This is an optimization exercise on Yosys and OpenROAD, whose aim is small area, not a production implementation. In this exercise RTL edits were held to simulation tests only and were not proved equivalent to the original. Power and IR drop assume default switching activity.

## yarrow
## sid_voices
module sid_voices (
    input  wire        clk,
    input  wire        rst,
    input  wire        we,
    input  wire [4:0]  addr,
    input  wire [7:0]  wdata,
    output reg  [7:0]  rdata,
    output wire [35:0] wave_out,    
    output wire [23:0] env_out,     
    output wire [15:0] mix          
);
    wire tick = !we;
    wire [7:0] wd = wdata & {8{!rst}};
    wire [2:0] wr_freq_lo, wr_freq_hi, wr_pw_lo, wr_pw_hi, wr_ctrl, wr_ad, wr_sr;
    genvar g;
    generate
        for (g = 0; g < 3; g = g + 1) begin : dec
            assign wr_freq_lo[g] = we && (addr == 7*g + 0);
            assign wr_freq_hi[g] = we && (addr == 7*g + 1);
            assign wr_pw_lo[g]   = we && (addr == 7*g + 2);
            assign wr_pw_hi[g]   = we && (addr == 7*g + 3);
            assign wr_ctrl[g]    = we && (addr == 7*g + 4);
            assign wr_ad[g]      = we && (addr == 7*g + 5);
            assign wr_sr[g]      = we && (addr == 7*g + 6);
        end
    endgenerate
    wire [23:0] acc      [0:2];
    wire [2:0]  msb_rise;
    wire [2:0]  sync_en;
    wire [11:0] wave     [0:2];
    wire [12:0] wave_c   [0:2];    
    wire [7:0]  level    [0:2];
    wire [2:0]  sync_clr;
    generate
        for (g = 0; g < 3; g = g + 1) begin : sync
            localparam integer SRC = (g + 2) % 3;
            localparam integer DST = (g + 1) % 3;
  ...
Settings: LEC_CHECK=0, CAP_MARGIN=20, CORE_MARGIN=2, CORE_UTILIZATION=70, CTS_CLUSTER_DIAMETER=150, CTS_CLUSTER_SIZE=25, SETUP_SLACK_MARGIN=0.2, SLEW_MARGIN=20, SYNTH_HIERARCHICAL=1; clock period 13.0 ns.
standard.sh (not shown) runs the stock make flow with config.mk's settings and CLKGATE_MAP_FILE= SYNTH_SCRIPT=/design/flow/synth_recipe.tcl, a recipe that flattens the netlist after the stock synthesis.
==> flow/flow/run.sh <==
#!/bin/bash
set -euo pipefail
HERE=$(pwd)
FLOWDIR=$HERE/flow

# synthesis script: ORFS's synth.tcl with abc_args pointing at our script
sed "s#^source \$::env(SCRIPTS_DIR)/synth_preamble.tcl\$#&\nlset abc_args 1 $FLOWDIR/abc_area.script#" \
    "$FLOW_HOME/scripts/synth.tcl" > "$HERE/area_synth_core.tcl"
grep -q "lset abc_args 1 $FLOWDIR/abc_area.script" "$HERE/area_synth_core.tcl"
sed "s#source \$::env(SCRIPTS_DIR)/synth.tcl#source $HERE/area_synth_core.tcl#" \
    "$HERE/synth_recipe.tcl" > "$HERE/area_synth.tcl"
grep -q "area_synth_core.tcl" "$HERE/area_synth.tcl"

# standard.sh with our synthesis script
sed "s#SYNTH_SCRIPT=[^ ]*#SYNTH_SCRIPT=$HERE/area_synth.tcl#" "$HERE/standard.sh" > "$HERE/area_standard.sh"
grep -q "SYNTH_SCRIPT=$HERE/area_synth.tcl" "$HERE/area_standard.sh"

bash "$HERE/area_standard.sh" \
    SYNTH_HIERARCHICAL=0 "SYNTH_KEEP_MODULES=sid_fa sid_ha" \
    "BUFFER_PORTS_ARGS=-buffer_cell sky130_fd_sc_hd__buf_1" \
    finish > "$HERE/flow_make.log" 2>&1
==> flow/flow/abc_area.script <==
strash
dch -f
amap
topo
stime -c
yarrow: full flow OK, the timing, design-rule and antenna checks passed
The following lists how cedar was set up differently from yarrow:
-- flow/flow/run.sh --
<<< yarrow, line 18
bash "$HERE/area_standard.sh" \
    SYNTH_HIERARCHICAL=0 "SYNTH_KEEP_MODULES=sid_fa sid_ha" \
    "BUFFER_PORTS_ARGS=-buffer_cell sky130_fd_sc_hd__buf_1" \
>>> cedar, line 18
bash "$HERE/area_standard.sh" \
    "BUFFER_PORTS_ARGS=-buffer_cell sky130_fd_sc_hd__buf_1" \
Findings:
Measured against yarrow, the number of buffers other than clock buffers in the final layout of cedar comes out at 0.79 times the reference value.
Looking only at synthesized area, and setting everything else aside, the higher value of yarrow and cedar goes to cedar.
| number of combinational gates with multiple inputs | cedar vs yarrow | about 0.45% lower |
Parity-gate share of the synthesized area counting xor and xnor cells essentially unchanged between yarrow and cedar.
cedar vs yarrow on number of placed cells counting well taps: cedar is the lower one.
Looking only at layout overhead on the synthesized area, and setting everything else aside, the lower value of yarrow and cedar goes to cedar.
Taking yarrow as the reference, in cedar proportion of power drawn by the clock network roughly the same, number of enable-type register cells in the synthesized netlist roughly the same, logic depth of the worst setup path including buffers lower.

* * *

sid_voices, a different RTL version from the one above (not shown whole).
For scale: roughly 2,400 cells after synthesis, roughly 420 flip-flops, roughly 100 I/O pins.
==> flow/config.mk <==
export PLATFORM = sky130hd
export DESIGN_NAME = sid_voices
export DESIGN_NICKNAME = sid_voices
export VERILOG_FILES = /design/flow/design.v
export SDC_FILE = /design/flow/constraint.sdc
export NUM_CORES = 4
export LEC_CHECK = 0
export CAP_MARGIN = 20
export CORE_MARGIN = 2
export CORE_UTILIZATION = 70
export CTS_CLUSTER_DIAMETER = 150
export CTS_CLUSTER_SIZE = 25
export SETUP_SLACK_MARGIN = 0.2
export SLEW_MARGIN = 20
export SYNTH_HIERARCHICAL = 1
==> flow/constraint.sdc <==
create_clock -name core_clock -period 13.0 [get_ports {clk}]
set_input_delay 2.6000 -clock core_clock [delete_from_list [all_inputs] [get_ports {clk}]]
set_output_delay 2.6000 -clock core_clock [all_outputs]
set_load 0.01 [all_outputs]
==> flow/flow/run.sh <==
#!/bin/bash
set -euo pipefail
HERE=$(pwd)
FLOWDIR=$HERE/flow

# synthesis script: ORFS's synth.tcl with abc_args pointing at our script
sed "s#^source \$::env(SCRIPTS_DIR)/synth_preamble.tcl\$#&\nlset abc_args 1 $FLOWDIR/abc_area.script#" \
    "$FLOW_HOME/scripts/synth.tcl" > "$HERE/area_synth_core.tcl"
grep -q "lset abc_args 1 $FLOWDIR/abc_area.script" "$HERE/area_synth_core.tcl"
sed "s#source \$::env(SCRIPTS_DIR)/synth.tcl#source $HERE/area_synth_core.tcl#" \
    "$HERE/synth_recipe.tcl" > "$HERE/area_synth.tcl"
grep -q "area_synth_core.tcl" "$HERE/area_synth.tcl"

# standard.sh with our synthesis script
sed "s#SYNTH_SCRIPT=[^ ]*#SYNTH_SCRIPT=$HERE/area_synth.tcl#" "$HERE/standard.sh" > "$HERE/area_standard.sh"
grep -q "SYNTH_SCRIPT=$HERE/area_synth.tcl" "$HERE/area_standard.sh"

bash "$HERE/area_standard.sh" \
    SYNTH_HIERARCHICAL=0 "SYNTH_KEEP_MODULES=sid_fa sid_ha" \
    "BUFFER_PORTS_ARGS=-buffer_cell sky130_fd_sc_hd__buf_1" \
    finish > "$HERE/flow_make.log" 2>&1
==> flow/flow/abc_area.script <==
strash
dch
amap
topo
stime -c
Then changed:
--- a/flow/flow/run.sh
+++ b/flow/flow/run.sh
@@ -17,5 +17,4 @@
 
 bash "$HERE/area_standard.sh" \
-    SYNTH_HIERARCHICAL=0 "SYNTH_KEEP_MODULES=sid_fa sid_ha" \
     "BUFFER_PORTS_ARGS=-buffer_cell sky130_fd_sc_hd__buf_1" \
     finish > "$HERE/flow_make.log" 2>&1
==> flow/flow/abc_area.script (replaced) <==
strash
dch -f
amap
topo
stime -c
The changed run produced a clean layout; combinational power climbs by roughly a tenth; hold slack improved by 0.0071 ns; clock power is higher slightly; area after synthesis came out higher slightly.

afterwards: timing with drivers on the ports:
The results above use ideal ports. As a check the final layouts listed here were re-extracted and re-timed, cells and wires unchanged.
Step 1 (the two cells are an assumption about what drives the block):
set clk [get_ports {clk}]
set_driving_cell -lib_cell sky130_fd_sc_hd__clkbuf_16 $clk
set_driving_cell -lib_cell sky130_fd_sc_hd__buf_2 [delete_from_list [all_inputs] $clk]
Step 2, shift: input delay + t, output delay - t, t = (earliest + latest rising clock arrival at the registers) / 2. This alone moves slack from input paths to output paths.
Slacks: ideal ports / drivers / drivers and shift; pairs: ideal ports / drivers.
run | t (ns) | slack for setup (ns) | worst setup path at the end | clock arrival spread, ns | worst register clock-pin slew, ns
yarrow | 0.601 | 0.586 / 0.530 / 1.130 | register to output | 0.031 / 0.031 | 0.11 / 0.11
cedar | 0.633 | 0.618 / 0.561 / 1.194 | register to output | 0.018 / 0.017 | 0.11 / 0.11
the first run of note 2 | 0.615 | 0.724 / 0.666 / 1.281 | register to output | 0.023 / 0.023 | 0.11 / 0.11
the second run of note 2 | 0.637 | 0.788 / 0.727 / 1.364 | register to output | 0.020 / 0.020 | 0.11 / 0.11
After both steps every run listed still meets setup and hold.
